What follows belongs to an exercise in optimizing a design on an open flow for small area, a short achievable clock period and few clock cycles per item; a production flow would make more cautious choices.
At most, simulation tests tie the RTL to the original design; equivalence was not proved.
The RTL of runs 1 to 3 and 8 was laid out without a check of its function.
No activity file was given, so power comes from the tool's default toggle rates.

## flow/config.mk

```make
export PLATFORM = sky130hd
export DESIGN_NAME = simpledes_core
export DESIGN_NICKNAME = simpledes_core
export VERILOG_FILES = /design/flow/design.v
export SDC_FILE = /design/flow/constraint.sdc
export NUM_CORES = 4
export LEC_CHECK = 0
export CAP_MARGIN = 20
export CORE_MARGIN = 2
export CORE_UTILIZATION = 40
export SETUP_SLACK_MARGIN = 1.8
export SLEW_MARGIN = 20
```

## flow/constraint.sdc

```tcl
create_clock -name core_clock -period 4.5 [get_ports {clk}]
set_input_delay 0.9000 -clock core_clock [delete_from_list [all_inputs] [get_ports {clk}]]
set_output_delay 0.9000 -clock core_clock [all_outputs]
set_load 0.01 [all_outputs]
```

## flow/design.v

```verilog
module simpledes_core (
    input  wire        clk,
    input  wire        rst,         
    input  wire [23:0] cmd,
    input  wire        cmd_valid,
    output wire        cmd_ready,
    output wire [11:0] dout,
    output wire [7:0]  status
);
    localparam [2:0] E_NONE    = 3'd0;
    localparam [2:0] E_ILLEGAL = 3'd1;
    localparam [2:0] E_RANGE   = 3'd2;
    localparam [2:0] E_NOKEY   = 3'd3;
    localparam [2:0] E_LOCKED  = 3'd4;
    function [7:0] expand;
        input [5:0] x;
        expand = {x[5], x[4], x[2], x[3], x[2], x[3], x[1], x[0]};
    endfunction
    localparam [15:0] S1B0 = 16'he155, S1B1 = 16'hac5a, S1B2 = 16'h6669;
    localparam [15:0] S2B0 = 16'h4b78, S2B1 = 16'h3ad4, S2B2 = 16'h991d;
    function [2:0] sbox1;
        input [3:0] a;
        sbox1 = {S1B2[a], S1B1[a], S1B0[a]};
    endfunction
    function [2:0] sbox2;
        input [3:0] a;
        sbox2 = {S2B2[a], S2B1[a], S2B0[a]};
    endfunction
    function [5:0] round_f;
        input [5:0] r;
        input [7:0] rk;
        reg   [7:0] x;
        begin
            x       = expand(r) ^ rk;
            round_f = {sbox1(x[7:4]), sbox2(x[3:0])};
        end
    endfunction
    function [5:0] sboxes;
        input [7:0] x;
        sboxes = {sbox1(x[7:4]), sbox2(x[3:0])};
    endfunction
    function [5:0] unexpand;
        input [7:0] x;
        input [7:0] k;
        unexpand = {x[7] ^ k[7], x[6] ^ k[6], x[4] ^ k[4], x[5] ^ k[5], x[1] ^ k[1], x[0] ^ k[0]};
    endfunction
    reg  [8:0]  key;
    reg         kv;
    reg         dv;
    reg  [2:0]  err;
    reg  [5:0]  hl;
    reg  [7:0]  hx;
    reg  [8:0]  rot;
    reg  [4:0]  cur;
    reg         busy;
    wire        down = !cur[4];          
    wire [3:0]  op   = cmd[23:20];
    wire [3:0]  sr   = cmd[19:16];
    wire [3:0]  er   = cmd[15:12];
    wire [11:0] data = cmd[11:0];
    wire fields_zero = (sr == 4'd0) && (er == 4'd0);
    wire is_ldkey = (op == 4'h1) && fields_zero;
    wire is_enc   = (op == 4'h2) && fields_zero;
    wire is_dec   = (op == 4'h3) && fields_zero;
    wire is_proc  = (op == 4'h4);
    wire illegal  = !(is_ldkey || is_enc || is_dec || is_proc);
    reg [2:0] fault;
    always @(*) begin
        if (illegal)
            fault = E_ILLEGAL;
        else if (is_ldkey)
            fault = (data[11:9] != 3'd0) ? E_RANGE : (kv ? E_LOCKED : E_NONE);
        else if (is_proc && (sr == 4'd0 || er == 4'd0))
            fault = E_RANGE;
        else if (!kv)
            fault = E_NOKEY;
        else
            fault = E_NONE;
    end
    wire issue = cmd_valid && !busy;
    wire [7:0] k1    = key[8:1];
    wire [7:0] k2    = key[7:0];
    wire [7:0] in_kf = op[0] ? k2 : k1;
    wire [7:0] in_kl = op[0] ? k1 : k2;
    wire [7:0] in_x  = expand(sboxes(expand(data[5:0]) ^ in_kf)) ^ (expand(data[11:6]) ^ in_kl);
    wire [8:0] rot_n = down ? {rot[0], rot[8:1]} : {rot[7:0], rot[8]};
    wire [5:0] s0    = sboxes(hx);
    wire [5:0] st_r  = hl ^ s0;                                   
    wire [5:0] st_l  = unexpand(hx, rot[8:1]);                    
    wire [7:0] st_x  = expand(s0) ^ (expand(hl) ^ rot_n[8:1]);   
    wire [8:0] rot_nn = down ? {rot[1:0], rot[8:2]} : {rot[6:0], rot[8:7]};
    wire [7:0] st_x2  = expand(sboxes(st_x)) ^ (expand(st_l) ^ rot_nn[8:1]);
    wire       one    = (cur == 5'd1) || (cur == 5'h1f);    
    wire       two    = busy && !one;                        
    wire       sgl    = busy && one;
    wire [3:0] idx = {sr[3], sr[2], sr[1] | (op[1] & ~op[0]), sr[0] | (op[1] & op[0])};
    wire [8:0] b0  = {key[0], key[8:1]};
    wire [8:0] b1  = idx[0] ? {b0[7:0], b0[8]}   : b0;
    wire [8:0] b2  = idx[1] ? {b1[6:0], b1[8:7]} : b1;
    wire [8:0] b3  = idx[2] ? {b2[4:0], b2[8:5]} : b2;
    wire [8:0] b4  = idx[3] ? {b3[0], b3[8:1]}   : b3;
    wire go_c = issue && (err == E_NONE) && (fault == E_NONE) && !is_ldkey;
    always @(posedge clk) begin
        if (rst) begin
            busy <= 1'b0;
            kv   <= 1'b0;
            dv   <= 1'b0;
            err  <= E_NONE;
        end else if (busy) begin
            if (one || cur == 5'd2 || cur == 5'h1e) busy <= 1'b0;
        end else if (issue && err == E_NONE) begin
            if (fault != E_NONE) begin
                err <= fault;
            end else if (is_ldkey) begin
                key <= data[8:0];
                kv  <= 1'b1;
            end else begin
                dv <= 1'b1;
                if (is_proc) busy <= (sr != er);
            end
        end
    end
    wire       ld   = !busy && go_c;
    wire       hold = !busy && !go_c;
    wire [5:0] ld_l = is_proc ? data[11:6] : data[5:0];
    wire [7:0] ld_x = is_proc ? expand(data[5:0]) ^ b4[8:1] : in_x;
    always @(posedge clk) begin
        hl  <= ({6{two}} & st_r)   | ({6{sgl}} & st_l)  | ({6{ld}} & ld_l) | ({6{hold}} & hl);
        hx  <= ({8{two}} & st_x2)  | ({8{sgl}} & st_x)  | ({8{ld}} & ld_x) | ({8{hold}} & hx);
        rot <= ({9{two}} & rot_nn) | ({9{sgl}} & rot_n) | ({9{ld}} & b4)   | ({9{hold}} & rot);
    end
    always @(posedge clk)
        cur <= busy ? (down ? cur - 5'd2 : cur + 5'd2) : {1'b0, sr} - {1'b0, er};
    assign cmd_ready = !busy;
    assign dout      = {st_r, st_l};
    assign status    = {3'b000, err, dv, kv};
endmodule
```

## flow/flow/run.sh

```bash
#!/bin/bash
# Standard layout, with the port buffers made of a regular buffer cell instead of the
# delay cell buffer_ports picks by default.
set -euo pipefail
bash standard.sh "BUFFER_PORTS_ARGS=-buffer_cell sky130_fd_sc_hd__buf_1" finish > run_standard.log 2>&1
```

## flow/standard.sh

```bash
#!/bin/bash
# synth_recipe.tcl (not shown) runs the flow's synth.tcl, then flattens the netlist and writes it again
# the make line also repeats each setting of config.mk as NAME=value (left out here)
make -C /OpenROAD-flow-scripts/flow DESIGN_CONFIG=/design/flow/config.mk WORK_HOME=/design/flow/orfs CLKGATE_MAP_FILE= SYNTH_SCRIPT=/design/flow/synth_recipe.tcl "${@:-finish}"
```

==> results of run 1 <==
-- logic make-up (layout without fill, tap and decap cells) --
family                   count (synthesis)  count (layout)  share of synthesized area
AND/OR/NAND/NOR                        155             155                      0.155
AO/OA/AOI/OAI                          104             104                      0.143
multiplexers                            93              93                      0.238
buffers and inverters                   79             153                     0.0676
XOR/XNOR                                69              69                      0.126
flip-flops                              43              43                      0.191
adder cells (fa/ha/maj)                 31              31                     0.0786
other                                    1               3                   0.000745
-- cell usage after synthesis, types with 5 or more instances --
library cell / number
nand2_1: 43
xor2_1: 25
a22oi_1: 11
or2_2: 5
o211ai_1: 11
and3_1: 5
xnor2_1: 42
nor4_1: 7
inv_1: 38
ha_1: 30
a21oi_1: 19
clkbuf_1: 21
buf_2: 7
o21ai_0: 22
mux2i_1: 68
buf_4: 7
edfxtp_1: 10
nand2b_1: 5
nand3_1: 17
nor2_1: 30
nor3_1: 13
or3_1: 8
mux4_2: 21
dfxtp_1: 33
-- how the worst min path moves through the flow --
stage	slack [ns]	endpoint	depth (start not counted)
after floorplan	0.44	dv$_SDFFE_PP0P_	2
after global placement	0.45	dv$_SDFFE_PP0P_	2
after detailed placement	0.46	dv$_SDFFE_PP0P_	2
final	0.47	err[1]$_SDFFE_PP0P_	2
after global routing	0.51	err[1]$_SDFFE_PP0P_	2
after CTS	0.48	err[1]$_SDFFE_PP0P_	2
-- where the power goes --
group	switching [mW]	internal, mW
sequential	0.108	0.452
clock	0.158	0.240
combinational	1.03	0.938
total	1.29	1.63
-- flip-flops by register name, summed over array words and instances, names as in the netlist --
name / cells
key: 9
rot: 9
hx: 8
hl: 6
cur: 5
err: 3
busy: 1
dv: 1
kv: 1
-- per-layer routing --
layer | global-route usage | vias up
met5 | 0 | -
met4 | 0.0563 | 0
met3 | 0.0259 | 14
met2 | 0.380 | 145
met1 | 0.294 | 2240
li1 | - | 2221
-- timing repair --
action / 4_1_cts / 5_1_grt
pin swaps: 28 / 25
gates cloned: 0 / 0
setup buffers: 37 / 15
endpoints found under the hold margin: 0 / 0
hold buffers: 0 / 0
endpoints found under the setup margin: 42 / 39
gates resized for setup: 96 / 60
-- worst max-delay path, cell delays in order --
cell,delay [ns]
buf_8,0.10
or4_4,0.53
or4_4,0.57
a21boi_4,0.20
buf_6,0.15
nand2_8,0.06
or3_1,0.32
o2111a_1,0.25
nand3_1,0.08
-- final cells by class --
cell class,count,area share
flip-flops and latches,43,0.149
clock buffers,6,0.0228
well taps,168,0.0319
clock inverters,2,0.00209
repair buffers,107,0.120
inverters,38,0.0228
multi-input cells,455,0.651
-- through the flow --
stage,cells,setup slack (ns),power (mW),utilization,cell area [sq um]
after floorplan,577,1.38,1.73,-,5170
after global placement,759,0.853,2.05,0.441,5370
after detailed placement,759,0.768,2.08,0.441,5370
after CTS,804,1.51,2.76,0.512,6220
after global routing,819,1.47,3.14,0.541,6580
final,819,1.55,2.92,0.541,6580
==> results.json, run 1 <==
{
  "status": "no timing/DRC/antenna violations",
  "synth_edf_count": 10,
  "drive_above_1_share": 0.315,
  "ys_seq_area_frac": 0.191,
  "htreeDepth": 2,
  "fin_tns_setup_ns": 0,
  "cts-root-buf": "clkbuf_16",
  "vias": 4620,
  "finalCritPeriodShare": 0.655,
  "antenna_cells": 0,
  "r2r-end": "hx[5]$_DFF_P_",
  "cp-end-kind": "flip-flop",
  "placementRows": 40,
  "antenna_found_initial": 0,
  "leakage_nw": 2.71,
  "critPathKind": "in -> reg",
  "r2r-start": "hx[1]$_DFF_P_",
  "cts.path.max_buffers": 2,
  "avgSynthCellArea_sq_um": 8.75,
  "final_cell_mix": "58 x mux2i_1, 41 x buf_4, 37 x nand2_1",
  "fmax_ghz": 0.339,
  "min_from": "err[1]$_SDFFE_PP0P_",
  "cp.required_ns": 4.72,
  "die_height_microns": 116,
  "clk_pin_slew_ns": 0.07,
  "final_common_cell": "mux2i_1",
  "synthFlopType": "dfxtp_1",
  "synth_top_area_share": 0.135,
  "multi_input_area_sq_um": 4290,
  "rsz0062_at_grt": "yes",
  "cts_sinks": 43,
  "wl_met2_microns": 7440,
  "io_pins": 48,
  "firstDrtPassIters": 5,
  "fin_nets": 708,
  "ant_nets": 0,
  "slew_headroom": 0.637,
  "initial_core_util": 0.414,
  "cts_tree": "built",
  "r2r_cells": 12,
  "wl_microns": 14800,
  "gp_congestion": 0.902,
  "synth_area_sq_um": 5030,
  "hpwlAfterDp_microns": 10500,
  "met1_length_microns": 6490,
  "die_x_microns": 116,
  "die-area_sq_um": 13500,
  "drv_cap": 0,
  "synth_area_leaders": "mux2i_1 14%, dfxtp_1 13%, mux4_2 9.4%",
  "reg2reg_slack_ns": 1.63,
  "worstSkewPairLatency_ns": 0.29,
  "vdd_drop_max_mv": 0.188,
  "ys_ff_latch": 43,
  "fillCellCount": 1103,
  "finalSetupViolations": 0,
  "crit_arrival_ns": 3.16,
  "synthCells": 575,
  "cp-start-kind": "input port",
  "wl_per_cell_microns": 18.0,
  "final.min_clock_period_ns": 2.95,
  "wl_met3_microns": 702,
  "drt_drc_violations_left": 0,
  "skew_ns": 0.00756,
  "async_flop_share": 0,
  "regArea_sq_um": 978,
  "yosysTopAreaCell": "mux2i_1",
  "io_buffers": 44,
  "yosys_warnings": 1,
  "grt-ovfl-total": 0,
  "crit_start": "cmd[16]",
  "worstSetupEndpoint": "hx[3]$_DFF_P_",
  "grt_pass1_wl_microns": 23400,
  "hold_viol": 0,
  "track_usage": 0.220,
  "drv_slew": 0,
  "grt_max_degree": 29,
  "pwr_density_cell_nw_per_um2": 444,
  "hold_path_class": "reg -> reg",
  "synth.distinct_cells": 66,
  "hold_ws_ns": 0.474,
  "top_layer_used": "met4",
  "core_area_sq_um": 12200,
  "syn_to_final_growth_pct": 30.8,
  "via_per_inst": 5.64,
  "critPathMaxFanout": 3,
  "drt_iter0_markers": 311,
  "worst_pin_slew_ns": 0.544,
  "cts_buffers": 5,
  "grt_pass1_vias": 4477
}
==> run 2: changes to the inputs <==
--- a/flow/design.v
+++ b/flow/design.v
@@ -80,2 +80,8 @@
     wire issue = cmd_valid && !busy;
+    wire [8:0] rot_n  = down ? {rot[0], rot[8:1]} : {rot[7:0], rot[8]};
+    wire [8:0] rot_nn = down ? {rot[1:0], rot[8:2]} : {rot[6:0], rot[8:7]};
+    wire [5:0] s0     = sboxes(hx);
+    wire [5:0] st_r   = hl ^ s0;                                   
+    wire [5:0] st_l   = unexpand(hx, rot[8:1]);                    
+    wire [7:0] st_x   = expand(s0) ^ (expand(hl) ^ rot_n[8:1]);   
     wire [7:0] k1    = key[8:1];
@@ -84,13 +90,8 @@
     wire [7:0] in_kl = op[0] ? k1 : k2;
-    wire [7:0] in_x  = expand(sboxes(expand(data[5:0]) ^ in_kf)) ^ (expand(data[11:6]) ^ in_kl);
-    wire [8:0] rot_n = down ? {rot[0], rot[8:1]} : {rot[7:0], rot[8]};
-    wire [5:0] s0    = sboxes(hx);
-    wire [5:0] st_r  = hl ^ s0;                                   
-    wire [5:0] st_l  = unexpand(hx, rot[8:1]);                    
-    wire [7:0] st_x  = expand(s0) ^ (expand(hl) ^ rot_n[8:1]);   
-    wire [8:0] rot_nn = down ? {rot[1:0], rot[8:2]} : {rot[6:0], rot[8:7]};
-    wire [7:0] st_x2  = expand(sboxes(st_x)) ^ (expand(st_l) ^ rot_nn[8:1]);
-    wire       one    = (cur == 5'd1) || (cur == 5'h1f);    
-    wire       two    = busy && !one;                        
-    wire       sgl    = busy && one;
+    wire [7:0] a_adr = busy ? st_x : expand(data[5:0]) ^ in_kf;
+    wire [7:0] a_lk  = busy ? expand(st_l) ^ rot_nn[8:1] : expand(data[11:6]) ^ in_kl;
+    wire [7:0] a_x   = expand(sboxes(a_adr)) ^ a_lk;
+    wire       one   = (cur == 5'd1) || (cur == 5'h1f);           
+    wire       two   = busy && !one;
+    wire       sgl   = busy && one;
     wire [3:0] idx = {sr[3], sr[2], sr[1] | (op[1] & ~op[0]), sr[0] | (op[1] & op[0])};
@@ -125,6 +126,6 @@
     wire [5:0] ld_l = is_proc ? data[11:6] : data[5:0];
-    wire [7:0] ld_x = is_proc ? expand(data[5:0]) ^ b4[8:1] : in_x;
+    wire [7:0] ld_x = is_proc ? expand(data[5:0]) ^ b4[8:1] : a_x;
     always @(posedge clk) begin
         hl  <= ({6{two}} & st_r)   | ({6{sgl}} & st_l)  | ({6{ld}} & ld_l) | ({6{hold}} & hl);
-        hx  <= ({8{two}} & st_x2)  | ({8{sgl}} & st_x)  | ({8{ld}} & ld_x) | ({8{hold}} & hx);
+        hx  <= ({8{two}} & a_x)    | ({8{sgl}} & st_x)  | ({8{ld}} & ld_x) | ({8{hold}} & hx);
         rot <= ({9{two}} & rot_nn) | ({9{sgl}} & rot_n) | ({9{ld}} & b4)   | ({9{hold}} & rot);
==> run 2 against run 1 <==
Still clean. Sequential share of layout area increased by 1.3 points. Synthesized cell count decreased by 5.0%. Via count decreased by 4.1%. Global-route usage grew 1.4 points. Sequential power is 23% lower. Hold slack got worse by 0.0015 ns. Combinational power shrank 72%. Worst setup slack improved by 0.0058 ns. Critical endpoint is now hx[7]$_DFF_P_.
==> results.json, run 2 <==
{
  "final_cell_mix": "65 x mux2i_1, 39 x nor2_1, 36 x buf_4",
  "fin_tns_setup_ns": 0,
  "hold_path_class": "reg -> reg",
  "hold_viol": 0,
  "synth_area_sq_um": 4760,
  "fmax_ghz": 0.340,
  "crit_start": "hx[2]$_DFF_P_",
  "r2r-end": "hx[7]$_DFF_P_",
  "worstSkewPairLatency_ns": 0.29,
  "drt_iter0_markers": 412,
  "min_from": "dv$_SDFFE_PP0P_",
  "fillCellCount": 1034,
  "clk_pin_slew_ns": 0.07,
  "grt_pass1_wl_microns": 23300,
  "finalSetupViolations": 0,
  "cts_tree": "built",
  "grt_pass1_vias": 4296,
  "syn_to_final_growth_pct": 27.3,
  "cp-end-kind": "flip-flop",
  "vdd_drop_max_mv": 0.147,
  "critPathMaxFanout": 5,
  "pre_cts_slack_ns": 0.686,
  "drv_slew": 0,
  "antenna_found_initial": 0,
  "grt_max_degree": 25,
  "reg2reg_slack_ns": 1.56,
  "cp.required_ns": 4.68,
  "synth_edf_count": 10,
  "wl_per_cell_microns": 19.9,
  "vias": 4429,
  "synthXorXnorAreaFrac": 0.124,
  "synth-compound-area-share": 0.161,
  "drt_drc_violations_left": 0,
  "synth_common_cells": "75 x mux2i_1, 42 x nor2_1, 41 x nand2_1",
  "rsz0062_at_grt": "yes",
  "die_x_microns": 113,
  "die_height_microns": 113,
  "cts.path.max_buffers": 2,
  "yosysTopAreaCell": "mux2i_1",
  "synth.distinct_cells": 69,
  "status": "no timing/DRC/antenna violations",
  "synth_area_leaders": "mux2i_1 16%, dfxtp_1 14%, xnor2_1 6.8%",
  "wl_microns": 15000,
  "cts-root-buf": "clkbuf_16",
  "leakage_nw": 2.57,
  "avgSynthCellArea_sq_um": 8.72,
  "hpwlAfterDp_microns": 10700,
  "io_buffers": 44,
  "firstDrtPassIters": 16,
  "critPathKind": "reg -> reg",
  "ys_ff_latch": 43,
  "finalPower_mw": 1.35,
  "synthAdderAreaFrac": 0.0646,
  "final_common_cell": "mux2i_1",
  "finish.utilization": 0.526,
  "slew_headroom": 0.458,
  "async_flop_share": 0,
  "via_per_inst": 5.84,
  "cp-start-kind": "flip-flop",
  "drv_cap": 0,
  "synth_top_area_share": 0.158,
  "synthSimpleGateAreaFrac": 0.147,
  "fin_nets": 665,
  "die-area_sq_um": 12800,
  "placementRows": 39,
  "synthCells": 546,
  "yosys_warnings": 1,
  "r2r_cells": 12,
  "crit_arrival_ns": 3.12,
  "gp_congestion": 0.977,
  "ant_nets": 0,
  "core_area_sq_um": 11500,
  "initial_core_util": 0.414,
  "pwr_density_cell_nw_per_um2": 222,
  "synthMuxAreaShare": 0.229,
  "cts_buffers": 5,
  "hold_buffers": 0,
  "io_pins": 48,
  "worst_pin_slew_ns": 0.809,
  "setup_slack_ns": 1.56,
  "r2r-start": "hx[2]$_DFF_P_",
  "largestRegisters": "key: 9 flops, rot: 9 flops, hx: 8 flops",
  "skew_ns": 0.00595,
  "htreeDepth": 2,
  "final.min_clock_period_ns": 2.94,
  "synthFlopType": "dfxtp_1",
  "hold_path_end": "dv$_SDFFE_PP0P_",
  "finalCritPeriodShare": 0.653,
  "whs_path_depth": 2,
  "ys_seq_area_frac": 0.202,
  "grt-ovfl-total": 0,
  "synth_top_family_by_area": "multiplexers",
  "drive_above_1_share": 0.296,
  "synth.most_common_cell": "mux2i_1",
  "cts_sinks": 43,
  "antenna_cells": 0,
  "track_usage": 0.234
}
run 2: cell count changes in the layout (fill, tap and decap cells not counted), sizes merged, moves of 6 or more:
cell    before  now
o221ai       1    7
mux2i       68   76
nand3       17   10
nor4         7    1
buf        105   95
inv         38   32
nor3        13    7
a21oi       19   33
ha          30   23
mux4        21   11
nor2        30   44
run 2: worst max-delay path by stage:
stage	to	slack, ns	cells after the start
floorplan	hl[0]$_DFF_P_	1.50	10
global placement	hx[4]$_DFF_P_	0.86	9
detailed placement	hx[0]$_DFF_P_	0.69	9
CTS	hx[7]$_DFF_P_	1.49	15
global route	hx[7]$_DFF_P_	1.46	15
finish	hx[7]$_DFF_P_	1.56	12
run 2: cells by family after synthesis:
family / Yosys count
XOR/XNOR: 66
flip-flops: 43
buffers and inverters: 72
other: 1
AO/OA/AOI/OAI: 109
AND/OR/NAND/NOR: 137
multiplexers: 94
adder cells (fa/ha/maj): 24
run 2: metrics by stage:
step           cells  hold slack, ns  cell area [sq um]
2_1_floorplan    548           0.442               4860
3_3_place_gp     703           0.452               5000
3_5_place_dp     703           0.461               5000
4_1_cts          739           0.476               5690
5_1_grt          758           0.502               6060
6_report         758           0.472               6060
run 2: layout make-up:
cell class	instances	area (sq um)	share of cell area
inverter	33	135	0.0223
clock buffer	5	125	0.0206
tap	143	179	0.0295
clock inverter	3	15.0	0.00248
timing repair buffer	97	743	0.123
sequential	43	980	0.162
multi-input combinational	433	3880	0.640
timing repair inverter	1	5.00	0.000826
run 2: worst max-delay path, cell delays in order, from the launching register on:
cell and delay [ns]:
dfxtp_1 0.46, mux2i_1 0.19, o211ai_1 0.41, a21boi_1 0.19, o31a_1 0.37, ha_4 0.31, inv_2 0.05, ha_4 0.23
mux2i_4 0.16, xnor2_2 0.15, a21oi_1 0.09, a21oi_1 0.13, nand2_1 0.06
run 2: per-layer routing:
metal  wire length [microns]  track usage  vias to the layer above
met5                       0            0                        -
met4                     543       0.0935                        0
met3                     984       0.0289                       39
met2                    7280        0.386                      176
met1                    6240        0.312                     2130
li1                        -            -                     2084
run 2: timing repair:
item                       4_1_cts  5_1_grt
resized for setup               76       51
setup buffers                   25       19
cloned                           3        0
setup endpoints to repair       41       38
pin swaps                       26       22
run 2: power breakdown:
part	switching, mW	total, mW	internal, mW
clock network	0.167	0.370	0.203
logic	0.287	0.545	0.259
registers	0.0241	0.432	0.408
==> run 3: changes to the inputs <==
--- a/flow/config.mk
+++ b/flow/config.mk
@@ -10,3 +10,3 @@
 export CORE_UTILIZATION = 40
-export SETUP_SLACK_MARGIN = 1.8
+export SETUP_SLACK_MARGIN = 1.5
 export SLEW_MARGIN = 20
==> run 3 against run 2 <==
Routed wire length fell by 2.0%. Register-to-register slack barely moved. Sequential power barely moved. Clock power rose by 4%. First-iteration DRC count fell by 33%. Utilization fell by 3.7 points. Die area did not move. Via count fell by 2.1%. Hold slack improved by 0.044 ns. Synthesized cell count did not move.
==> results.json, run 3 <==
{
  "pwr_density_cell_nw_per_um2": 233,
  "antenna_found_initial": 0,
  "synth_area_sq_um": 4760,
  "io_buffers": 44,
  "synthMuxAreaShare": 0.229,
  "die_x_microns": 113,
  "worst_pin_slew_ns": 0.826,
  "cp.required_ns": 4.66,
  "gr-usage-met2": 0.377,
  "drv_cap": 0,
  "cts_tree": "built",
  "grt_pass1_vias": 4168,
  "drt_iter0_markers": 278,
  "grt_pass1_wl_microns": 22600,
  "cpMostUsedCell": "nor2_4",
  "crit_start": "cmd[19]",
  "die_height_microns": 113,
  "max_stage_delay_ns": 0.52,
  "track_usage": 0.227,
  "drive_above_1_share": 0.214,
  "yosysTopAreaCell": "mux2i_1",
  "r2r-start": "hx[5]$_DFF_P_",
  "initial_core_util": 0.414,
  "synth_top_area_share": 0.158,
  "gp_congestion": 0.886,
  "status": "no timing/DRC/antenna violations",
  "worstSkewPairLatency_ns": 0.29,
  "skew_ns": 0.00342,
  "crit_family": "simple AND/OR/NAND/NOR gates",
  "drt_drc_violations_left": 0,
  "antenna_cells": 0,
  "ant_nets": 0,
  "fin_tns_setup_ns": 0,
  "hpwlAfterDp_microns": 10700,
  "slowest_stage": "or4_4",
  "reg2reg_slack_ns": 1.56,
  "grt_use_met3": 0.0348,
  "cp-start-kind": "input port",
  "vdd_drop_max_mv": 0.157,
  "final_common_cell": "mux2i_1",
  "leakage_nw": 2.35,
  "worstSetupEndpoint": "hx[1]$_DFF_P_",
  "finalPower_mw": 1.31,
  "hold_path_class": "reg -> reg",
  "synthFlopType": "dfxtp_1",
  "firstDrtPassIters": 15,
  "wl_per_cell_microns": 20.1,
  "synthXorXnorAreaFrac": 0.124,
  "cp_num_buf_inv": 1,
  "crit_arrival_ns": 3.10,
  "synthSimpleGateAreaFrac": 0.147,
  "critPathKind": "in -> reg",
  "avgSynthCellArea_sq_um": 8.72,
  "vias": 4335,
  "drv_slew": 0,
  "synth_area_leaders": "mux2i_1 16%, dfxtp_1 14%, xnor2_1 6.8%",
  "crit_cells": 9,
  "synthAdderAreaFrac": 0.0646,
  "largestRegisters": "key: 9 flops, rot: 9 flops, hx: 8 flops",
  "synth.most_common_cell": "mux2i_1",
  "cts_buffers": 5,
  "hold_buffers": 0,
  "synth_common_cells": "75 x mux2i_1, 42 x nor2_1, 41 x nand2_1",
  "cts.path.max_buffers": 2,
  "synth.distinct_cells": 69,
  "via_per_inst": 5.91,
  "hold_viol": 0,
  "htreeDepth": 2,
  "cp-end-kind": "flip-flop",
  "met1_usage": 0.303,
  "fin_nets": 640,
  "synth_edf_count": 10,
  "cts_sinks": 43,
  "top_usage_layer": "met2",
  "critPathMaxFanout": 13,
  "grt-ovfl-total": 0,
  "fmax_ghz": 0.340,
  "grt_max_degree": 32,
  "cts-root-buf": "clkbuf_16",
  "finalCritPeriodShare": 0.653,
  "synth_top_family_by_area": "multiplexers",
  "ys_ff_latch": 43,
  "final.min_clock_period_ns": 2.94,
  "clk_pin_slew_ns": 0.06,
  "finalSetupViolations": 0,
  "placementRows": 39,
  "synth-compound-area-share": 0.161,
  "syn_to_final_growth_pct": 18.5,
  "r2r_cells": 15,
  "wl_microns": 14800,
  "rsz0062_at_grt": "yes",
  "path_cells": "clkbuf_4 > or4_4 > nor3_4 > mux2i_1 > or3_4 > nor2_4 > nor2_4 > a222oi_1 > o21ai_0",
  "synthCells": 546,
  "io_pins": 48,
  "yosys_warnings": 1,
  "slew_headroom": 0.446,
  "final_cell_mix": "62 x mux2i_1, 41 x nand2_1, 41 x nor2_1, 41 x buf_1, 35 x xnor2_1",
  "ys_seq_area_frac": 0.202,
  "r2r-end": "hx[7]$_DFF_P_",
  "async_flop_share": 0,
  "core_area_sq_um": 11500,
  "fillCellCount": 1093,
  "die-area_sq_um": 12800
}
==> run 3: worst min-delay path by stage <==
stage | from | end | depth (start not counted)
6_report | err[1]$_SDFFE_PP0P_ | err[1]$_SDFFE_PP0P_ | 2
5_1_grt | dv$_SDFFE_PP0P_ | dv$_SDFFE_PP0P_ | 2
3_5_place_dp | err[1]$_SDFFE_PP0P_ | err[1]$_SDFFE_PP0P_ | 2
3_3_place_gp | err[2]$_SDFFE_PP0P_ | err[2]$_SDFFE_PP0P_ | 2
4_1_cts | err[1]$_SDFFE_PP0P_ | err[1]$_SDFFE_PP0P_ | 2
2_1_floorplan | dv$_SDFFE_PP0P_ | dv$_SDFFE_PP0P_ | 2
==> run 3: routing by layer <==
| layer | vias to the layer above | share of wire |
|---|---|---|
| met1 | 2135 | 0.43 |
| li1 | 2024 | - |
| met5 | - | 0 |
| met3 | 26 | 0.063 |
| met2 | 150 | 0.48 |
| met4 | 0 | 0.025 |
==> run 3: repair_timing <==
| action | in CTS | in global routing |
|---|---|---|
| resized for setup | 36 | 51 |
| setup endpoints to repair | 35 | 20 |
| setup buffers | 9 | 8 |
| pin swaps | 6 | 16 |
| gates cloned | 1 | 0 |
==> run 3: final cells by class <==
cell class	count	area, sq um	area share
Clock buffer	7	143	0.0253
Clock inverter	1	3.75	0.000665
Inverter	33	131	0.0233
Multi-Input combinational cell	433	3770	0.668
Sequential cell	43	977	0.173
Tap cell	143	179	0.0317
Timing Repair Buffer	73	437	0.0774
==> run 3: worst register-to-register path, delay by kind of cell (launching register included) <==
family / cells / cell delay (ns)
fa+ha+maj: 3 / 0.57
mux: 1 / 0.17
simple gates: 4 / 0.75
flops: 1 / 0.41
compound gates: 3 / 0.58
buf+inv: 3 / 0.21
xor+xnor: 1 / 0.16
==> run 3: stage by stage <==
step	hold slack, ns	utilization	area [sq um]	instances	setup WS, ns
after global routing	0.526	0.490	5640	733	1.46
after CTS	0.508	0.464	5340	725	1.45
final	0.517	0.490	5640	733	1.56
after global placement	0.484	0.435	5010	707	1.09
after detailed placement	0.493	0.435	5010	707	0.984
after floorplan	0.442	-	4830	548	1.49
==> run 3: cell families (layout without fill, tap and decap cells) <==
| kind of cell | Yosys count | count (layout) |
|---|---|---|
| simple gates | 137 | 137 |
| compound gates | 109 | 109 |
| mux | 94 | 94 |
| buf+inv | 72 | 114 |
| xor+xnor | 66 | 66 |
| flops | 43 | 43 |
| fa+ha+maj | 24 | 24 |
| other cells | 1 | 3 |
==> run 3: power breakdown <==
group | switching, mW | internal, mW | leakage [nW]
clock | 0.164 | 0.220 | 0.0716
sequential | 0.0252 | 0.408 | 0.363
combinational | 0.270 | 0.225 | 1.92
total | 0.459 | 0.854 | 2.35
==> run 4: changes to the inputs <==
--- a/flow/design.v
+++ b/flow/design.v
@@ -50,4 +50,3 @@
     reg  [2:0]  err;
-    reg  [5:0]  hl;
-    reg  [7:0]  hx;
+    reg  [5:0]  hl, hr;
     reg  [8:0]  rot;
@@ -80,8 +79,2 @@
     wire issue = cmd_valid && !busy;
-    wire [8:0] rot_n  = down ? {rot[0], rot[8:1]} : {rot[7:0], rot[8]};
-    wire [8:0] rot_nn = down ? {rot[1:0], rot[8:2]} : {rot[6:0], rot[8:7]};
-    wire [5:0] s0     = sboxes(hx);
-    wire [5:0] st_r   = hl ^ s0;                                   
-    wire [5:0] st_l   = unexpand(hx, rot[8:1]);                    
-    wire [7:0] st_x   = expand(s0) ^ (expand(hl) ^ rot_n[8:1]);   
     wire [7:0] k1    = key[8:1];
@@ -89,9 +82,5 @@
     wire [7:0] in_kf = op[0] ? k2 : k1;
-    wire [7:0] in_kl = op[0] ? k1 : k2;
-    wire [7:0] a_adr = busy ? st_x : expand(data[5:0]) ^ in_kf;
-    wire [7:0] a_lk  = busy ? expand(st_l) ^ rot_nn[8:1] : expand(data[11:6]) ^ in_kl;
-    wire [7:0] a_x   = expand(sboxes(a_adr)) ^ a_lk;
-    wire       one   = (cur == 5'd1) || (cur == 5'h1f);           
-    wire       two   = busy && !one;
-    wire       sgl   = busy && one;
+    wire [5:0] in_r  = data[11:6] ^ sboxes(expand(data[5:0]) ^ in_kf);
+    wire [8:0] rot_n = down ? {rot[0], rot[8:1]} : {rot[7:0], rot[8]};
+    wire [5:0] st_r  = hl ^ sboxes(expand(hr) ^ rot[8:1]);       
     wire [3:0] idx = {sr[3], sr[2], sr[1] | (op[1] & ~op[0]), sr[0] | (op[1] & op[0])};
@@ -110,3 +99,3 @@
         end else if (busy) begin
-            if (one || cur == 5'd2 || cur == 5'h1e) busy <= 1'b0;
+            if (cur == 5'd1 || cur == 5'h1f) busy <= 1'b0;
         end else if (issue && err == E_NONE) begin
@@ -126,12 +115,12 @@
     wire [5:0] ld_l = is_proc ? data[11:6] : data[5:0];
-    wire [7:0] ld_x = is_proc ? expand(data[5:0]) ^ b4[8:1] : a_x;
+    wire [5:0] ld_r = is_proc ? data[5:0] : in_r;
     always @(posedge clk) begin
-        hl  <= ({6{two}} & st_r)   | ({6{sgl}} & st_l)  | ({6{ld}} & ld_l) | ({6{hold}} & hl);
-        hx  <= ({8{two}} & a_x)    | ({8{sgl}} & st_x)  | ({8{ld}} & ld_x) | ({8{hold}} & hx);
-        rot <= ({9{two}} & rot_nn) | ({9{sgl}} & rot_n) | ({9{ld}} & b4)   | ({9{hold}} & rot);
+        hl  <= ({6{busy}} & hr)    | ({6{ld}} & ld_l) | ({6{hold}} & hl);
+        hr  <= ({6{busy}} & st_r)  | ({6{ld}} & ld_r) | ({6{hold}} & hr);
+        rot <= ({9{busy}} & rot_n) | ({9{ld}} & b4)   | ({9{hold}} & rot);
     end
     always @(posedge clk)
-        cur <= busy ? (down ? cur - 5'd2 : cur + 5'd2) : {1'b0, sr} - {1'b0, er};
+        cur <= busy ? (down ? cur - 5'd1 : cur + 5'd1) : {1'b0, sr} - {1'b0, er};
     assign cmd_ready = !busy;
-    assign dout      = {st_r, st_l};
+    assign dout      = {st_r, hr};
     assign status    = {3'b000, err, dv, kv};
--- a/flow/config.mk
+++ b/flow/config.mk
@@ -10,3 +10,3 @@
 export CORE_UTILIZATION = 40
-export SETUP_SLACK_MARGIN = 1.5
+export SETUP_SLACK_MARGIN = 1.8
 export SLEW_MARGIN = 20
==> run 4 against run 3 <==
Clock-buffer cell count is the same. Synthesized cell count shrank 33%. Sequential share of layout area grew 5.5 points. Fmax grew 0.93%. Hold slack lost 0.021 ns. Combinational power grew 3%. Design area shrank 28%. Still clean on timing, DRC and antenna. Global-route usage shrank 3.9 points. Worst setup slack gained 0.027 ns. Non-clock buffer count shrank 9. Clock skew grew 0.0081 ns.
==> results.json, run 4 <==
{
  "status": "no timing/DRC/antenna violations",
  "die_x_microns": 96,
  "antenna_cells": 0,
  "syn_to_final_growth_pct": 20.4,
  "synth.distinct_cells": 50,
  "grt_pass1_wl_microns": 13400,
  "initial_core_util": 0.412,
  "synth_edf_count": 9,
  "antenna_found_initial": 0,
  "synthFlopType": "dfxtp_1",
  "cts_sinks": 41,
  "setup_slack_ns": 1.59,
  "finalCritPeriodShare": 0.647,
  "die-area_sq_um": 9220,
  "slew_headroom": 0.439,
  "ant_nets": 0,
  "pwr_density_cell_nw_per_um2": 296,
  "vias": 2861,
  "yosysTopAreaCell": "dfxtp_1",
  "final_cell_mix": "60 x mux2i_1, 36 x buf_1, 32 x nor2_1",
  "wl_per_cell_microns": 16.7,
  "gp_congestion": 0.764,
  "hold_buffers": 0,
  "fin_tns_setup_ns": 0,
  "reg2reg_slack_ns": 2.32,
  "io_pins": 48,
  "grt_pass1_vias": 2679,
  "vdd_drop_max_mv": 0.245,
  "critPathMaxFanout": 6,
  "synth_area_leaders": "dfxtp_1 19%, mux2i_1 18%, edfxtp_1 8.0%",
  "largestRegisters": "key: 9 flops, rot: 9 flops",
  "clk_pin_slew_ns": 0.09,
  "drv_slew": 0,
  "cts_buffers": 5,
  "placementRows": 33,
  "multi_input_area_sq_um": 2520,
  "worst_pin_slew_ns": 0.840,
  "cts_tree": "built",
  "synth.most_common_cell": "mux2i_1",
  "fin_nets": 468,
  "finalSetupViolations": 0,
  "synth_area_sq_um": 3390,
  "crit_arrival_ns": 2.01,
  "io_buffers": 44,
  "drive_above_1_share": 0.210,
  "critPathKind": "reg -> out",
  "cp-start-kind": "flip-flop",
  "cp-end-kind": "output port",
  "synthCells": 368,
  "final.min_clock_period_ns": 2.91,
  "drt_iter0_markers": 145,
  "drv_cap": 0,
  "htreeDepth": 2,
  "finalPower_mw": 1.21,
  "leakage_nw": 1.65,
  "fmax_ghz": 0.343,
  "cts.path.max_buffers": 2,
  "ys_seq_area_frac": 0.269,
  "core_area_sq_um": 8220,
  "final_common_cell": "mux2i_1",
  "wl_microns": 8750,
  "cp.required_ns": 3.60,
  "fillCellCount": 810,
  "firstDrtPassIters": 4,
  "dpl.cell_count": 500,
  "track_usage": 0.189,
  "drt_drc_violations_left": 0,
  "worstSkewPairLatency_ns": 0.30,
  "synth_top_area_share": 0.189,
  "skew_ns": 0.0115,
  "hold_path_class": "reg -> reg",
  "synth_common_cells": "62 x mux2i_1, 33 x nor2_1, 32 x dfxtp_1",
  "avgSynthCellArea_sq_um": 9.20,
  "fin_cells": 525,
  "cts-root-buf": "clkbuf_8",
  "hold_viol": 0,
  "pre_cts_slack_ns": 0.812,
  "grt_max_degree": 27,
  "die_height_microns": 96,
  "yosys_warnings": 1,
  "regArea_sq_um": 931,
  "via_per_inst": 5.45,
  "rsz0062_at_grt": "yes",
  "ys_ff_latch": 41,
  "grt-ovfl-total": 0,
  "hpwlAfterDp_microns": 6430,
  "async_flop_share": 0
}
==> run 4: per-layer routing <==
layer / up-vias / share of wire / GRT usage / wire length (microns)
met1: 1358 / 0.47 / 0.251 / 4080
met2: 66 / 0.49 / 0.323 / 4250
met4: 0 / 0.0059 / 0.0381 / 52
met3: 7 / 0.042 / 0.0290 / 364
met5: - / 0 / 0 / 0
li1: 1430 / - / - / -
==> run 4: worst max-delay path: stages (launching register included) <==
cell and delay (ns):
dfxtp_4 0.40, xor2_4 0.25, inv_2 0.09, ha_4 0.16
mux4_2 0.49, xnor2_2 0.17, buf_2 0.15
==> run 4: path summary, 6_finish.rpt <==
check,from,endpoint,depth (start not counted)
max reg2reg,rot[1]$_DFF_P_,hr[0]$_DFF_P_,8
max,rot[2]$_DFF_P_,dout[7],6
min reg2reg,dv$_SDFFE_PP0P_,dv$_SDFFE_PP0P_,2
min,dv$_SDFFE_PP0P_,dv$_SDFFE_PP0P_,2
==> run 4: logic make-up (layout without fill, tap and decap cells) <==
| group | after synthesis | count (layout) | share of synthesized area |
|---|---|---|---|
| flops | 41 | 41 | 0.269 |
| mux | 67 | 67 | 0.213 |
| other cells | 1 | 3 | 0.00111 |
| buf+inv | 45 | 94 | 0.0702 |
| simple gates | 91 | 92 | 0.128 |
| fa+ha+maj | 22 | 22 | 0.0835 |
| xor+xnor | 35 | 35 | 0.0905 |
| compound gates | 66 | 66 | 0.144 |
==> run 4: timing repair <==
item                       in CTS  in global routing
setup endpoints to repair      37                 16
pin swaps                      11                  7
gates resized for setup        38                 21
cloned                          0                  1
setup buffers                  13                  3
==> run 4: area by class of cell <==
cell class / instances / area share
multi-input cells: 285 / 0.617
clock inverters: 1 / 0.00184
inverters: 22 / 0.0203
clock buffers: 7 / 0.0187
repair buffers: 64 / 0.0813
flip-flops and latches: 41 / 0.228
well taps: 105 / 0.0322
==> run 4: metrics by stage <==
stage | cell area, sq um | utilization | hold slack [ns]
floorplan | 3430 | - | 0.442
detailed placement | 3610 | 0.439 | 0.475
global route | 4080 | 0.496 | 0.553
global placement | 3610 | 0.439 | 0.464
CTS | 3950 | 0.481 | 0.492
finish | 4080 | 0.496 | 0.496
==> run 4: power breakdown <==
group / leakage [nW] / switching [mW] / internal [mW]
sequential: 0.349 / 0.0486 / 0.408
combinational: 1.27 / 0.244 / 0.265
clock: 0.0385 / 0.132 / 0.110
total: 1.65 / 0.425 / 0.783
Testbench counts of run 4, summed over its fixed seeds: cycles 3,073, items 1,600.
==> run 5: changes to the inputs <==
--- a/flow/config.mk
+++ b/flow/config.mk
@@ -10,3 +10,3 @@
 export CORE_UTILIZATION = 40
-export SETUP_SLACK_MARGIN = 1.8
+export SETUP_SLACK_MARGIN = 1.5
 export SLEW_MARGIN = 20
==> run 5 against run 4 <==
Synthesized cell count unchanged. Total power down 3.7%. Utilization is 2.3 points lower. Sequential power is 2% lower. First-iteration DRC count fell by 26%. Combinational power fell by 16%. Clock-buffer cell count fell by 2. Worst setup slack lost 0.038 ns. Fmax down 1.3%. Flip-flop and latch count unchanged. Largest cell class unchanged. Largest power group is now sequential cells.
==> results.json, run 5 <==
{
  "status": "no timing/DRC/antenna violations",
  "final.min_clock_period_ns": 2.95,
  "final_cell_mix": "62 x mux2i_1, 40 x buf_1, 32 x nor2_1",
  "cp.required_ns": 3.60,
  "cp-end-kind": "output port",
  "io_buffers": 44,
  "hold_viol": 0,
  "ys_seq_area_frac": 0.269,
  "die_height_microns": 96,
  "avgSynthCellArea_sq_um": 9.20,
  "async_flop_share": 0,
  "syn_to_final_growth_pct": 14.8,
  "fin_nets": 456,
  "p_sw_mw": 0.393,
  "drv_slew": 0,
  "fin_tns_setup_ns": 0,
  "synth_area_leaders": "dfxtp_1 19%, mux2i_1 18%, edfxtp_1 8.0%",
  "p_comb_frac": 0.366,
  "synth_common_cells": "62 x mux2i_1, 33 x nor2_1, 32 x dfxtp_1",
  "cts_sinks": 41,
  "p_int_mw": 0.770,
  "die-area_sq_um": 9220,
  "crit_arrival_ns": 2.05,
  "min_from": "dv$_SDFFE_PP0P_",
  "die_x_microns": 96,
  "switching_share": 0.338,
  "hold_path_class": "reg -> reg",
  "firstDrtPassIters": 4,
  "finalPower_mw": 1.16,
  "fmax_ghz": 0.339,
  "cts.path.max_buffers": 2,
  "reg2reg_slack_ns": 2.18,
  "gp_congestion": 0.768,
  "antenna_found_initial": 0,
  "cts_tree": "built",
  "cts_buffers": 5,
  "r2r-end": "hr[2]$_DFF_P_",
  "cp-start-kind": "flip-flop",
  "critPathKind": "reg -> out",
  "crit_start": "rot[2]$_DFF_P_",
  "r2r-start": "key[2]$_DFFE_PP_",
  "cts-root-buf": "clkbuf_8",
  "synthCells": 368,
  "worstSetupEndpoint": "dout[6]",
  "synthFlopType": "dfxtp_1",
  "wl_per_cell_microns": 15.6,
  "ant_nets": 0,
  "p_seq_frac": 0.386,
  "drt_iter0_markers": 107,
  "via_per_inst": 5.43,
  "largestRegisters": "key: 9 flops, rot: 9 flops",
  "initial_core_util": 0.412,
  "place_area_sq_um": 3570,
  "rsz0062_at_grt": "yes",
  "final_area_sq_um": 3890,
  "clk_pin_slew_ns": 0.08,
  "antenna_cells": 0,
  "yosysTopAreaCell": "dfxtp_1",
  "skew_ns": 0.0136,
  "synth_top_area_share": 0.189,
  "grt_pass1_vias": 2639,
  "drive_above_1_share": 0.138,
  "grt_pass1_wl_microns": 12800,
  "track_usage": 0.178,
  "vdd_drop_max_mv": 0.236,
  "synth_area_sq_um": 3390,
  "drv_cap": 0,
  "synth.most_common_cell": "mux2i_1",
  "finish.utilization": 0.473,
  "synth.distinct_cells": 50,
  "pwr_density_cell_nw_per_um2": 299,
  "finalCritPeriodShare": 0.656,
  "io_pins": 48,
  "drt_drc_violations_left": 0,
  "hold_ws_ns": 0.501,
  "slew_headroom": 0.471,
  "leakage_nw": 1.56,
  "grt_max_degree": 28,
  "finalSetupViolations": 0,
  "whs_path_depth": 2,
  "final_common_cell": "mux2i_1",
  "vias": 2781,
  "hpwlAfterDp_microns": 6100,
  "r2r_cells": 8,
  "placementRows": 33,
  "yosys_warnings": 1,
  "critPathMaxFanout": 6,
  "worstSkewPairLatency_ns": 0.29,
  "worst_pin_slew_ns": 0.792,
  "synth_edf_count": 9,
  "hold_buffers": 0,
  "grt-ovfl-total": 0,
  "wl_microns": 8010,
  "htreeDepth": 2,
  "clkPwrFrac": 0.248,
  "core_area_sq_um": 8220,
  "ys_ff_latch": 41
}
run 5: metal layers:
| metal | track usage | vias to the layer above | share of wire |
|---|---|---|---|
| met5 | 0 | - | 0 |
| met4 | 0.0393 | 0 | 0.0087 |
| met3 | 0.0305 | 7 | 0.037 |
| met2 | 0.298 | 53 | 0.48 |
| met1 | 0.238 | 1324 | 0.48 |
| li1 | - | 1397 | - |
run 5: per-stage QoR:
step / cells / worst slack (ns)
floorplan: 370 / 1.54
global placement: 498 / 0.899
detailed placement: 498 / 0.797
CTS: 509 / 1.48
global route: 512 / 1.46
finish: 512 / 1.55
run 5: logic make-up (layout without fill, tap and decap cells):
kind of cell,count (synthesis),after routing,share of synthesized area
AOI/OAI and AO/OA,66,66,0.144
and+or+nand+nor,91,91,0.128
other,1,3,0.00111
buffers and inverters,45,82,0.0702
muxes,67,67,0.213
DFF,41,41,0.269
adders and majority gates,22,22,0.0835
xor gates and xnor gates,35,35,0.0905
run 5: worst max-delay path: stages, from the launching register on:
cell	delay, ns
dfxtp_4	0.41
xor2_4	0.25
ha_1	0.19
inv_1	0.04
mux4_2	0.49
xnor2_2	0.21
buf_2	0.16
run 5: timing repair:
item                                    in CTS  in global routing
pin swaps                                    3                  5
hold endpoints to repair                     0                  0
gates resized for setup                     11                 25
endpoints found under the setup margin      33                 26
buffers inserted                             4                  3
run 5: worst min path at each step:
stage               slack [ns]                  end
floorplan                 0.44      dv$_SDFFE_PP0P_
global placement          0.46      dv$_SDFFE_PP0P_
detailed placement        0.48      dv$_SDFFE_PP0P_
CTS                       0.50      dv$_SDFFE_PP0P_
global route              0.53  err[2]$_SDFFE_PP0P_
finish                    0.50      dv$_SDFFE_PP0P_
run 5: cell type report:
type                            instances  area (sq um)
Fill cell                             822          4330
Tap cell                              105           131
Sequential cell                        41           923
Clock buffer                            5          68.8
Clock inverter                          2          35.0
Timing Repair Buffer                   53           258
Multi-Input combinational cell        284          2390
Inverter                               22          82.6
run 5: power by group through the flow:
stage,Sequential [mW],Combinational (mW),Clock [mW]
4_1_cts,0.448,0.399,0.297
3_3_place_gp,0.452,0.372,0
3_5_place_dp,0.453,0.375,0
6_report,0.449,0.426,0.288
2_1_floorplan,0.443,0.282,0
5_1_grt,0.455,0.471,0.312
==> run 6: changes to the inputs <==
--- a/flow/config.mk
+++ b/flow/config.mk
@@ -10,3 +10,3 @@
 export CORE_UTILIZATION = 40
-export SETUP_SLACK_MARGIN = 1.5
+export SETUP_SLACK_MARGIN = 1.65
 export SLEW_MARGIN = 20
==> run 6 against run 5 <==
Still clean on timing, DRC and antenna. Synthesized area unchanged. Global-route usage increased by 0.72 points. Final cell count grew 0.98%. Utilization up 0.70 points. Sequential power about the same. Non-clock buffer count increased by 4. Clock-buffer cell count rose by 1. Via count is 1.3% higher. Synthesized cell count stayed put. Design area increased by 1.5%. Worst setup slack improved by 0.061 ns. Routed wire length up 2.0%. Critical endpoint unchanged. Largest power group unchanged. Highest routed layer unchanged.
==> results.json, run 6 <==
{
  "p_comb_frac": 0.363,
  "critPathMaxFanout": 4,
  "gp_congestion": 0.824,
  "crit_family": "multiplexers",
  "htreeDepth": 2,
  "ys_seq_area_frac": 0.269,
  "finalCritPeriodShare": 0.642,
  "cp-start-kind": "flip-flop",
  "hold_viol": 0,
  "synth.most_common_cell": "mux2i_1",
  "core_area_sq_um": 8220,
  "final.min_clock_period_ns": 2.89,
  "firstDrtPassIters": 4,
  "io_pins": 48,
  "p_int_mw": 0.827,
  "switching_share": 0.330,
  "synthCells": 368,
  "via_per_inst": 5.45,
  "antenna_found_initial": 0,
  "yosys_warnings": 1,
  "gr-usage-met2": 0.317,
  "final_area_sq_um": 3940,
  "cpMostUsedCell": "xnor2_2",
  "async_flop_share": 0,
  "finalSetupViolations": 0,
  "status": "no timing/DRC/antenna violations",
  "worst_pin_slew_ns": 0.765,
  "cts-root-buf": "clkbuf_8",
  "drt_drc_violations_left": 0,
  "slew_headroom": 0.489,
  "synthFlopType": "dfxtp_1",
  "cts_buffers": 5,
  "setup_slack_ns": 1.61,
  "critPathKind": "reg -> out",
  "io_buffers": 44,
  "pre_cts_slack_ns": 0.845,
  "die-area_sq_um": 9220,
  "synth_area_leaders": "dfxtp_1 19%, mux2i_1 18%, edfxtp_1 8.0%",
  "multi_input_area_sq_um": 2400,
  "fin_tns_setup_ns": 0,
  "ys_ff_latch": 41,
  "antenna_cells": 0,
  "hold_path_class": "reg -> reg",
  "synth.distinct_cells": 50,
  "regArea_sq_um": 923,
  "fmax_ghz": 0.346,
  "cts_sinks": 41,
  "path_cells": "xnor2_2 > inv_2 > ha_1 > mux4_2 > xnor2_2 > buf_2",
  "die_height_microns": 96,
  "hpwlAfterDp_microns": 6250,
  "yosysTopAreaCell": "dfxtp_1",
  "met1_usage": 0.240,
  "synth_area_sq_um": 3390,
  "synth_common_cells": "62 x mux2i_1, 33 x nor2_1, 32 x dfxtp_1",
  "clkPwrFrac": 0.271,
  "placementRows": 33,
  "final_cell_mix": "62 x mux2i_1, 39 x buf_1, 32 x nor2_1",
  "cp_num_buf_inv": 2,
  "fillCellCount": 779,
  "wl_microns": 8170,
  "avgSynthCellArea_sq_um": 9.20,
  "synth_edf_count": 9,
  "cp-end-kind": "output port",
  "grt-ovfl-total": 0,
  "grt_use_met3": 0.0352,
  "wl_per_cell_microns": 15.8,
  "track_usage": 0.185,
  "cts_tree": "built",
  "fin_nets": 460,
  "synth_top_area_share": 0.189,
  "slowest_stage": "mux4_2",
  "leakage_nw": 1.61,
  "hold_buffers": 0,
  "grt_pass1_vias": 2758,
  "drt_iter0_markers": 102,
  "drv_cap": 0,
  "crit_arrival_ns": 1.99,
  "cp.required_ns": 3.60,
  "skew_ns": 0.0124,
  "finish.utilization": 0.480,
  "ant_nets": 0,
  "largestRegisters": "key: 9 flops, rot: 9 flops",
  "grt_pass1_wl_microns": 13300,
  "p_seq_frac": 0.366,
  "top_usage_layer": "met2",
  "worstSkewPairLatency_ns": 0.30,
  "drv_slew": 0,
  "max_stage_delay_ns": 0.49,
  "cts.path.max_buffers": 2,
  "pwr_density_cell_nw_per_um2": 313,
  "place_area_sq_um": 3580,
  "initial_core_util": 0.412,
  "p_sw_mw": 0.407,
  "drive_above_1_share": 0.167,
  "final_common_cell": "mux2i_1",
  "syn_to_final_growth_pct": 16.5,
  "clk_pin_slew_ns": 0.08,
  "vdd_drop_max_mv": 0.197,
  "die_x_microns": 96,
  "rsz0062_at_grt": "yes",
  "vias": 2816,
  "grt_max_degree": 27
}
==> run 6: tightest hold or removal path, stage by stage, from the launching register on <==
cell,delay (ns)
dfxtp_1,0.35
nor2_1,0.05
nor2_1,0.07
==> run 6: stage by stage <==
stage	total power, mW	instances	hold slack (ns)
after floorplan	0.725	370	0.442
after global placement	0.824	499	0.464
after detailed placement	0.832	499	0.479
after CTS	1.22	515	0.498
after global routing	1.31	517	0.517
final	1.23	517	0.502
==> run 6: cell families after synthesis <==
family | share of synthesized area
simple gates | 0.128
mux | 0.213
compound gates | 0.144
buf+inv | 0.0702
flops | 0.269
xor+xnor | 0.0905
fa+ha+maj | 0.0835
other cells | 0.00111
==> run 6: per-layer routing <==
metal	wire (microns)	share of wire
met5	0	0
met1	3800	0.47
met2	4010	0.49
met4	65	0.0080
met3	296	0.036
==> run 6: timing repair <==
item,in CTS,in global routing
setup buffers,8,2
endpoints found under the hold margin,0,0
endpoints found under the setup margin,35,21
pin swaps,6,5
resized for setup,23,14
==> run 6: area by class of cell <==
| cell class | count | share of cell area |
|---|---|---|
| clock inverters | 2 | 0.00888 |
| well taps | 105 | 0.0333 |
| repair buffers | 57 | 0.0714 |
| multi-input cells | 284 | 0.608 |
| clock buffers | 6 | 0.0238 |
| inverters | 22 | 0.0209 |
| flip-flops and latches | 41 | 0.234 |
==> run 6: final timing paths <==
| check | startpoint | slack [ns] | cells after the start | end |
|---|---|---|---|---|
| max reg2reg | hr[0]$_DFF_P_ | 2.33 | 8 | hr[0]$_DFF_P_ |
| max | hr[0]$_DFF_P_ | 1.61 | 6 | dout[6] |
| min reg2reg | dv$_SDFFE_PP0P_ | 0.50 | 2 | dv$_SDFFE_PP0P_ |
| min | dv$_SDFFE_PP0P_ | 0.50 | 2 | dv$_SDFFE_PP0P_ |
==> run 6: power by group through the flow <==
stage / registers [mW] / clock network [mW] / logic, mW
2_1_floorplan: 0.443 / 0 / 0.282
3_3_place_gp: 0.453 / 0 / 0.372
3_5_place_dp: 0.453 / 0 / 0.378
4_1_cts: 0.449 / 0.341 / 0.426
5_1_grt: 0.457 / 0.355 / 0.495
6_report: 0.452 / 0.334 / 0.448
==> run 7: changes to the inputs <==
--- a/flow/config.mk
+++ b/flow/config.mk
@@ -10,3 +10,3 @@
 export CORE_UTILIZATION = 40
-export SETUP_SLACK_MARGIN = 1.65
+export SETUP_SLACK_MARGIN = 1.0
 export SLEW_MARGIN = 20
==> run 7 against run 6 <==
Still clean. Critical path depth unchanged. Synthesized area stayed put. Synthesized cell count is the same. Routed wire length is 0.84% lower. Fmax down 10%. Combinational power fell by 16%. Clock skew up 0.0032 ns. Clock-buffer cell count did not move. Total power shrank 7.6%. Global-route usage down 0.38 points. Sequential power fell by 2%. Largest cell class unchanged.
==> results.json, run 7 <==
{
  "via_per_inst": 5.57,
  "io_buffers": 44,
  "core_area_sq_um": 8220,
  "wl_per_cell_microns": 15.9,
  "p_comb_frac": 0.332,
  "hold_path_class": "reg -> reg",
  "hold_path_end": "dv$_SDFFE_PP0P_",
  "track_usage": 0.181,
  "critPathKind": "reg -> out",
  "gr-usage-met2": 0.302,
  "synthFlopType": "dfxtp_1",
  "synth_area_leaders": "dfxtp_1 19%, mux2i_1 18%, edfxtp_1 8.0%",
  "finalPower_mw": 1.14,
  "crit_arrival_ns": 2.33,
  "avgSynthCellArea_sq_um": 9.20,
  "yosysTopAreaCell": "dfxtp_1",
  "dpl.cell_count": 499,
  "cp_num_buf_inv": 2,
  "rsz0062_at_grt": "no",
  "fin_tns_setup_ns": 0,
  "crit_family": "XOR/XNOR gates",
  "finish.utilization": 0.451,
  "hpwlAfterDp_microns": 6300,
  "drv_slew": 0,
  "die-area_sq_um": 9220,
  "cts.path.max_buffers": 2,
  "slowest_stage": "mux4_2",
  "grt_use_met3": 0.0337,
  "largestRegisters": "key: 9 flops, rot: 9 flops",
  "cts_sinks": 41,
  "grt-ovfl-total": 0,
  "p_sw_mw": 0.386,
  "p_int_mw": 0.754,
  "antenna_cells": 0,
  "cts_tree": "built",
  "async_flop_share": 0,
  "cts-root-buf": "clkbuf_8",
  "grt_max_degree": 28,
  "synth_edf_count": 9,
  "syn_to_final_growth_pct": 9.46,
  "min_from": "dv$_SDFFE_PP0P_",
  "cp.required_ns": 3.60,
  "cp-start-kind": "flip-flop",
  "slew_headroom": 0.477,
  "synthCells": 368,
  "pwr_density_cell_nw_per_um2": 308,
  "synth_top_area_share": 0.189,
  "ant_nets": 0,
  "drt_drc_violations_left": 0,
  "synth.distinct_cells": 50,
  "clkPwrFrac": 0.278,
  "final.min_clock_period_ns": 3.23,
  "p_seq_frac": 0.390,
  "finalCritPeriodShare": 0.717,
  "hold_viol": 0,
  "worst_pin_slew_ns": 0.784,
  "grt_pass1_vias": 2673,
  "synth.most_common_cell": "mux2i_1",
  "fmax_ghz": 0.310,
  "placementRows": 33,
  "cts_buffers": 5,
  "drive_above_1_share": 0.0744,
  "initial_core_util": 0.412,
  "fin_cells": 508,
  "leakage_nw": 1.50,
  "status": "no timing/DRC/antenna violations",
  "top_usage_layer": "met2",
  "final_common_cell": "mux2i_1",
  "r2r_cells": 8,
  "antenna_found_initial": 0,
  "skew_ns": 0.0157,
  "r2r-start": "key[1]$_DFFE_PP_",
  "fin_nets": 451,
  "cpMostUsedCell": "xnor2_1",
  "critPathMaxFanout": 5,
  "vias": 2832,
  "clk_pin_slew_ns": 0.09,
  "synth_area_sq_um": 3390,
  "gp_congestion": 0.826,
  "switching_share": 0.339,
  "drv_cap": 0,
  "grt_pass1_wl_microns": 13100,
  "yosys_warnings": 1,
  "max_stage_delay_ns": 0.47,
  "ys_seq_area_frac": 0.269,
  "met1_usage": 0.245,
  "firstDrtPassIters": 4,
  "reg2reg_slack_ns": 2.15,
  "whs_path_depth": 2,
  "worstSkewPairLatency_ns": 0.29,
  "path_cells": "xnor2_1 > inv_1 > ha_1 > mux4_2 > xnor2_1 > buf_1",
  "die_x_microns": 96,
  "cp-end-kind": "output port",
  "die_height_microns": 96,
  "htreeDepth": 2,
  "io_pins": 48,
  "hold_buffers": 0,
  "finalSetupViolations": 0,
  "wl_microns": 8100,
  "vdd_drop_max_mv": 0.165,
  "drt_iter0_markers": 187,
  "ys_ff_latch": 41,
  "synth_common_cells": "62 x mux2i_1, 33 x nor2_1, 32 x dfxtp_1",
  "r2r-end": "hr[2]$_DFF_P_",
  "final_cell_mix": "62 x mux2i_1, 44 x buf_1, 33 x nor2_1"
}
-- run 7: cell count changes in the layout (fill, tap and decap cells not counted), sizes merged --
cell and delta:
clkbuf -1, inv +1, buf -8, clkinv -1
-- run 7: worst max-delay path by stage --
stage,start,endpoint,cells after the start
2_1_floorplan,cmd[18],key[0]$_DFFE_PP_,5
3_3_place_gp,cmd[20],hr[0]$_DFF_P_,7
3_5_place_dp,cmd[20],hr[3]$_DFF_P_,7
4_1_cts,cmd[20],hr[3]$_DFF_P_,7
5_1_grt,cmd[20],hr[2]$_DFF_P_,9
6_report,rot[1]$_DFF_P_,dout[6],6
-- run 7: tightest hold or removal path, delay by kind of cell, from the launching register on --
kind | cells | cell delay, ns
DFF | 1 | 0.33
and+or+nand+nor | 2 | 0.14
-- run 7: power by group through the flow --
stage / combinational (mW) / clock [mW] / sequential (mW)
finish: 0.378 / 0.317 / 0.444
global route: 0.419 / 0.339 / 0.449
CTS: 0.381 / 0.321 / 0.444
detailed placement: 0.378 / 0 / 0.453
global placement: 0.371 / 0 / 0.452
floorplan: 0.281 / 0 / 0.443
-- run 7: per-layer routing --
| metal | wire (microns) | vias up |
|---|---|---|
| met5 | 0 | - |
| met4 | 63 | 0 |
| met3 | 335 | 8 |
| met2 | 3900 | 73 |
| met1 | 3800 | 1359 |
| li1 | - | 1392 |
-- run 7: repair_timing --
item	4_1_cts	5_1_grt
setup buffers	0	0
resized for setup	0	2
setup endpoints to repair	0	21
-- run 7: cells by family after synthesis --
| kind of cell | synth area share |
|---|---|
| simple gates | 0.128 |
| mux | 0.213 |
| flops | 0.269 |
| compound gates | 0.144 |
| other cells | 0.00111 |
| buf+inv | 0.0702 |
| xor+xnor | 0.0905 |
| fa+ha+maj | 0.0835 |
-- run 7: final cells by class --
type	instances	area [sq um]
Sequential cell	41	911
Fill cell	823	4510
Multi-Input combinational cell	284	2270
Clock buffer	6	82.6
Clock inverter	2	36.3
Timing Repair Buffer	48	195
Tap cell	105	131
Inverter	22	82.6
-- run 7: stage by stage --
stage | hold WS [ns] | worst slack, ns | instance area [sq um]
finish | 0.504 | 1.27 | 3710
global route | 0.526 | 1.08 | 3710
CTS | 0.506 | 1.08 | 3690
detailed placement | 0.492 | 0.786 | 3570
global placement | 0.465 | 0.905 | 3570
floorplan | 0.442 | 1.01 | 3390
==> run 8: changes to the inputs <==
--- a/flow/design.v
+++ b/flow/design.v
@@ -104,3 +104,2 @@
             end else if (is_ldkey) begin
-                key <= data[8:0];
                 kv  <= 1'b1;
@@ -122,2 +121,4 @@
     always @(posedge clk)
+        if (!kv) key <= data[8:0];
+    always @(posedge clk)
         cur <= busy ? (down ? cur - 5'd1 : cur + 5'd1) : {1'b0, sr} - {1'b0, er};
--- a/flow/config.mk
+++ b/flow/config.mk
@@ -10,3 +10,3 @@
 export CORE_UTILIZATION = 40
-export SETUP_SLACK_MARGIN = 1.0
+export SETUP_SLACK_MARGIN = 1.3
 export SLEW_MARGIN = 20
==> run 8 against run 7 <==
Critical path type is now in -> reg. Critical endpoint is now hr[2]$_DFF_P_. First-iteration DRC count rose by 16%. Non-clock buffer count rose by 3. Utilization rose by 0.97 points. Total power rose by 7.7%.
==> results.json, run 8 <==
{
  "cp-start-kind": "input port",
  "fin_nets": 469,
  "track_usage": 0.190,
  "synth.distinct_cells": 49,
  "critPathKind": "in -> reg",
  "wl_microns": 8170,
  "die-area_sq_um": 9220,
  "largestRegisters": "key: 9 flops, rot: 9 flops",
  "synth_edf_count": 9,
  "wl_per_cell_microns": 15.5,
  "yosys_warnings": 1,
  "finalSetupViolations": 0,
  "status": "no timing/DRC/antenna violations",
  "drt_iter0_markers": 216,
  "final_area_sq_um": 3790,
  "skew_ns": 0.00774,
  "crit_arrival_ns": 3.27,
  "ys_seq_area_frac": 0.269,
  "cts_buffers": 5,
  "antenna_cells": 0,
  "antenna_found_initial": 0,
  "ys_ff_latch": 41,
  "hold_path_class": "reg -> reg",
  "die_x_microns": 96.0,
  "place_area_sq_um": 3630,
  "synth.most_common_cell": "mux2i_1",
  "io_buffers": 44,
  "fin_tns_setup_ns": 0,
  "drv_slew": 0,
  "finalCritPeriodShare": 0.686,
  "final_cell_mix": "64 x mux2i_1, 43 x buf_1, 36 x nor2_1",
  "vdd_drop_max_mv": 0.179,
  "cts_sinks": 41,
  "hpwlAfterDp_microns": 6310,
  "syn_to_final_growth_pct": 11.7,
  "synth_common_cells": "64 x mux2i_1, 36 x nor2_1, 32 x dfxtp_1",
  "gp_congestion": 0.840,
  "grt_pass1_vias": 2759,
  "io_pins": 48,
  "drive_above_1_share": 0.0831,
  "cp-end-kind": "flip-flop",
  "grt_max_degree": 30,
  "worstSkewPairLatency_ns": 0.30,
  "cts.path.max_buffers": 2,
  "critPathMaxFanout": 22,
  "synthCells": 383,
  "fillCellCount": 822,
  "cp.required_ns": 4.68,
  "pre_cts_slack_ns": 0.694,
  "grt_pass1_wl_microns": 13600,
  "final.min_clock_period_ns": 3.09,
  "pwr_density_cell_nw_per_um2": 324,
  "worst_pin_slew_ns": 0.767,
  "fmax_ghz": 0.324,
  "clk_pin_slew_ns": 0.09,
  "die_height_microns": 96.0,
  "cts-root-buf": "clkbuf_8",
  "htreeDepth": 2,
  "via_per_inst": 5.52,
  "placementRows": 33,
  "vias": 2901,
  "final_common_cell": "mux2i_1",
  "hold_viol": 0,
  "synth_area_leaders": "dfxtp_1 19%, mux2i_1 19%, edfxtp_1 8.0%",
  "slew_headroom": 0.488,
  "firstDrtPassIters": 4,
  "r2r-start": "err[2]$_SDFFE_PP0P_",
  "synth_area_sq_um": 3390,
  "synth_top_area_share": 0.189,
  "rsz0062_at_grt": "no",
  "cts_tree": "built"
}
[run 8: worst max-delay path, cell delays in order]
cell      delay (ns)
buf_2           0.20
or4_1           0.57
or4_4           0.46
a211oi_2        0.39
nand2_4         0.23
and3_1          0.26
a221o_1         0.25
[run 8: what timing repair did]
item | in CTS | in global routing
hold buffers | 0 | 0
setup buffers | 0 | 0
endpoints found under the hold margin | 0 | 0
setup endpoints to repair | 22 | 9
gates resized for setup | 5 | 5
[run 8: final timing paths]
kind / endpoint / slack (ns) / cells past startpoint
setup / recovery: hr[2]$_DFF_P_ / 1.41 / 7
hold / removal: err[2]$_SDFFE_PP0P_ / 0.50 / 2
setup reg to reg: hr[2]$_DFF_P_ / 2.07 / 6
hold reg to reg: err[2]$_SDFFE_PP0P_ / 0.50 / 2
[run 8: layer usage]
metal  part of all wire  up-vias  GRT usage  routed length (microns)
met5                  0        -          0                        0
met4              0.016        0     0.0607                      129
met3              0.045        9     0.0274                      368
met2               0.47       79      0.310                     3810
met1               0.47     1367      0.257                     3860
li1                   -     1446          -                        -
[run 8: power breakdown]
part	internal (mW)	total, mW	switching, mW
registers	0.412	0.463	0.0510
logic	0.205	0.467	0.262
clock network	0.163	0.298	0.135
[run 8: layout make-up]
cell class                 instances  area, sq um  area share
inverter                          24         90.1      0.0238
tap                              105          131      0.0347
clock inverter                     3         41.3      0.0109
multi-input combinational        297         2320       0.614
timing repair buffer              51          219      0.0578
sequential                        41          912       0.241
clock buffer                       5         68.8      0.0182
[run 8: cell families after synthesis]
| logic type | Yosys count | synth area share |
|---|---|---|
| other | 1 | 0.00111 |
| AOI/OAI and AO/OA | 64 | 0.130 |
| DFF | 41 | 0.269 |
| buffers and inverters | 47 | 0.0617 |
| adders and majority gates | 22 | 0.0835 |
| muxes | 68 | 0.209 |
| and+or+nand+nor | 105 | 0.153 |
| xor gates and xnor gates | 35 | 0.0927 |
[run 8: per-stage QoR]
stage | total power, mW | utilization | hold WS [ns]
finish | 1.23 | 0.461 | 0.501
global route | 1.32 | 0.461 | 0.545
CTS | 1.23 | 0.457 | 0.506
detailed placement | 0.931 | 0.441 | 0.485
global placement | 0.922 | 0.441 | 0.474
floorplan | 0.797 | - | 0.441

Re-timed with assumed drivers on the ports (clkbuf_16 on the clock, buf_2 on other inputs), run 8 has 1.425 ns of setup slack against 1.413 ns with ideal ports, and 1.102 ns once port delays also move by the mid clock arrival of 0.323 ns.
